Context: an optimization exercise on an open-source flow, tuned for small area, a short achievable clock period and few clock cycles. The choices shown serve that exercise and are no tape-out recipe. In this exercise RTL edits were held to simulation tests only and were not proved equivalent to the original. Power and IR drop assume default switching activity.

Setup of job 6186:
// bdm_codec
module bdm_codec (
    input  wire         clk,
    input  wire         rst,
    input  wire         req_valid,
    output wire         req_ready,
    input  wire [7:0]   req,
    input  wire [7:0]   p0,
    input  wire [7:0]   p1,
    input  wire [39:0]  hdr,
    input  wire [8:0]   din_len,
    input  wire         din_valid,
    output wire         din_ready,
    input  wire [7:0]   din_data,
    output wire         dout_valid,
    input  wire         dout_ready,
    output wire [7:0]   dout_data,
    output wire         dout_last,
    output wire         done,
    output wire [3:0]   st,
    output wire [2:0]   cls,
    output wire [7:0]   rb,
    output wire         rf,
    output wire [7:0]   opc,
    output wire [7:0]   ctl,
    output wire [7:0]   len,
    output wire [191:0] fld,
    output wire [7:0]   fv
);
For scale: about 1300 cells after synthesis, roughly 220 flip-flops.
==> flow/config.mk <==
export PLATFORM = sky130hd
export DESIGN_NAME = bdm_codec
export DESIGN_NICKNAME = bdm_codec
export VERILOG_FILES = /design/flow/design.v
export SDC_FILE = /design/flow/constraint.sdc
export NUM_CORES = 4
export LEC_CHECK = 0
export ABC_AREA = 1
export CAP_MARGIN = 20
export CORE_MARGIN = 2
export CORE_UTILIZATION = 45
export CTS_BUF_LIST = sky130_fd_sc_hd__clkbuf_16
export CTS_CLUSTER_DIAMETER = 80
export CTS_CLUSTER_SIZE = 20
export PLACE_DENSITY = 0.7
export SETUP_SLACK_MARGIN = 3.5
export SLEW_MARGIN = 20
==> flow/constraint.sdc <==
create_clock -name core_clock -period 6.0 [get_ports {clk}]
set_input_delay 1.2000 -clock core_clock [delete_from_list [all_inputs] [get_ports {clk}]]
set_output_delay 1.2000 -clock core_clock [all_outputs]
set_load 0.01 [all_outputs]
standard.sh (not shown) runs the stock make flow with config.mk's settings and CLKGATE_MAP_FILE= SYNTH_SCRIPT=/design/flow/synth_recipe.tcl, a recipe that flattens the netlist after the stock synthesis.
==> flow/flow/run.sh <==
#!/bin/bash
set -euo pipefail
export BUFFER_PORTS_ARGS="-buffer_cell sky130_fd_sc_hd__buf_1"
bash standard.sh > standard.log 2>&1
Per the final summary, job 6186 finished and its layout is clean on timing, DRC and antenna.
Testbench counts of job 6186, summed over its fixed seeds: cycles 26,864.
Input changes introduced in job 731 (baseline for comparison: job 6186):
Settings: CORE_UTILIZATION now 40, was 45; CTS_BUF_LIST now sky130_fd_sc_hd__clkbuf_8 sky130_fd_sc_hd__clkbuf_16, was sky130_fd_sc_hd__clkbuf_16.
### Flow results
Delta(utilization, job 731 - job 6186) < 0. Diff job 6186 -> job 731 | part of the power in the clock network | increase of 0.6 points. Met2 wirelength from detailed routing: lower on job 731. Compared to job 6186, job 731 has combinational group share of total power 0.2 points lower. [compare] base=job 6186 new=job 731: horizontal die dimension went up; highest achievable clock rate did not really move. Sort job 6186 and job 731 by register fraction of the total cell area, ascending, and job 731 comes first.

bdm_codec, a different RTL version from the one above (not shown whole).
For scale: about 1200 cells after synthesis, about 220 flip-flops.
==> flow/design.v (excerpt) <==
module bdm_codec (
    input  wire         clk,
    input  wire         rst,
    input  wire         req_valid,
    output wire         req_ready,
    input  wire [7:0]   req,
    input  wire [7:0]   p0,
    input  wire [7:0]   p1,
    input  wire [39:0]  hdr,
    input  wire [8:0]   din_len,
    input  wire         din_valid,
    output wire         din_ready,
    input  wire [7:0]   din_data,
    output wire         dout_valid,
    input  wire         dout_ready,
    output wire [7:0]   dout_data,
    output wire         dout_last,
    output wire         done,
    output wire [3:0]   st,
    output wire [2:0]   cls,
    output wire [7:0]   rb,
    output wire         rf,
    output wire [7:0]   opc,
    output wire [7:0]   ctl,
    output wire [7:0]   len,
    output wire [191:0] fld,
    output wire [7:0]   fv
);
==> flow/config.mk <==
export PLATFORM = sky130hd
export DESIGN_NAME = bdm_codec
export DESIGN_NICKNAME = bdm_codec
export VERILOG_FILES = /design/flow/design.v
export SDC_FILE = /design/flow/constraint.sdc
export NUM_CORES = 4
export LEC_CHECK = 0
export ABC_CLOCK_PERIOD_IN_PS = 2500
export CAP_MARGIN = 20
export CORE_MARGIN = 2
export CORE_UTILIZATION = 40
export CTS_BUF_LIST = sky130_fd_sc_hd__clkbuf_8
export SETUP_SLACK_MARGIN = 3.5
export SLEW_MARGIN = 20
==> flow/constraint.sdc <==
create_clock -name core_clock -period 6.0 [get_ports {clk}]
set_input_delay 1.2000 -clock core_clock [delete_from_list [all_inputs] [get_ports {clk}]]
set_output_delay 1.2000 -clock core_clock [all_outputs]
set_load 0.01 [all_outputs]
Scripts as last shown in full above: flow/flow/run.sh
Testbench counts at the start, summed over its fixed seeds: cycles 26,864.
Then changed:
- ABC_AREA: unset -> 1
- ABC_CLOCK_PERIOD_IN_PS: 2500 -> unset
- The changed run finished clean
- global-route usage decreases by 0.58 points
- sequential share of layout area decreases by 0.16 points
- final cell count increases by 11%

Setup of the previous run:
Another version of the RTL of bdm_codec (not shown whole).
Size: about 1400 cells after synthesis, ~220 flip-flops, about 340 I/O pins, about 11000 um2 of cells after synthesis.
export LEC_CHECK = 0
export ABC_AREA = 1
export CAP_MARGIN = 20
export CORE_MARGIN = 2
export CORE_UTILIZATION = 40
export CTS_BUF_LIST = sky130_fd_sc_hd__clkbuf_16
export CTS_CLUSTER_DIAMETER = 90
export CTS_CLUSTER_SIZE = 24
export PLACE_DENSITY = 0.7
export SETUP_SLACK_MARGIN = 3.5
export SLEW_MARGIN = 20
create_clock -name core_clock -period 6.0 [get_ports {clk}]
Scripts as last shown in full above: flow/flow/run.sh
The previous run: full flow OK, the timing, DRC and antenna checks passed
Testbench counts of the previous run, summed over its fixed seeds: cycles 26,864.
The inputs of the current run differ from those of the previous run as listed below.
Settings: CTS_CLUSTER_SIZE: 24 -> 20; CTS_CLUSTER_DIAMETER: 90 -> 80.
[summary]
Both conditions hold for the current run: the flow ran to the end and the final layout passed the timing, DRC and antenna checks.
Fraction of final layout cells with drive strength greater than 1 delta (the current run -> the previous run): insignificant
Comparing the current run against the previous run, there is no change at all in max-capacitance violation count.
On fraction of power consumed by combinational cells, the current run and the previous run are neck and neck.
| power density relative to cell area | the current run vs the previous run | ≈ equal |

[separate check: timing with driven ports]
Ports are ideal in the flow. The routed layouts listed here were re-timed in OpenROAD. Step 1 assumes that a clkbuf_16 drives the clock port and a buf_2 every other input. Step 2 adds t to the input delays and takes it off the output delays; t is the mean of the earliest and latest rising clock arrival at the registers after step 1. Input paths then give back, and output paths get back, about the clock's delay inside the block. Three values: ideal, step 1, step 2; two values: the first two.
| run | t, ns | slack for setup (ns) | hold slack, ns | clock arrival spread, ns | pins driven straight from the clock port |
|---|---|---|---|---|---|
| job 6186 | 0.528 | 3.544 / 3.504 / 3.048 | 0.471 / 0.471 / 0.471 | 0.028 / 0.028 | 1 |
| job 731 | 0.533 | 3.547 / 3.504 / 3.051 | 0.471 / 0.471 / 0.471 | 0.032 / 0.032 | 1 |
| the first run of note 2 | 0.586 | 3.460 / 3.453 / 2.903 | 0.484 / 0.484 / 0.484 | 0.032 / 0.032 | 1 |
| the second run of note 2 | 0.573 | 3.475 / 3.438 / 2.989 | 0.470 / 0.470 / 0.470 | 0.023 / 0.023 | 1 |
| the previous run | 0.538 | 3.537 / 3.494 / 2.997 | 0.487 / 0.487 / 0.487 | 0.027 / 0.027 | 1 |
| the current run | 0.542 | 3.535 / 3.490 / 3.017 | 0.484 / 0.484 / 0.484 | 0.029 / 0.029 | 1 |
After both steps setup and hold are still met in every run listed. For the first run of note 2, which loses most, drivers alone change the setup slack by -0.007 ns; drivers and shift together by -0.557 ns.
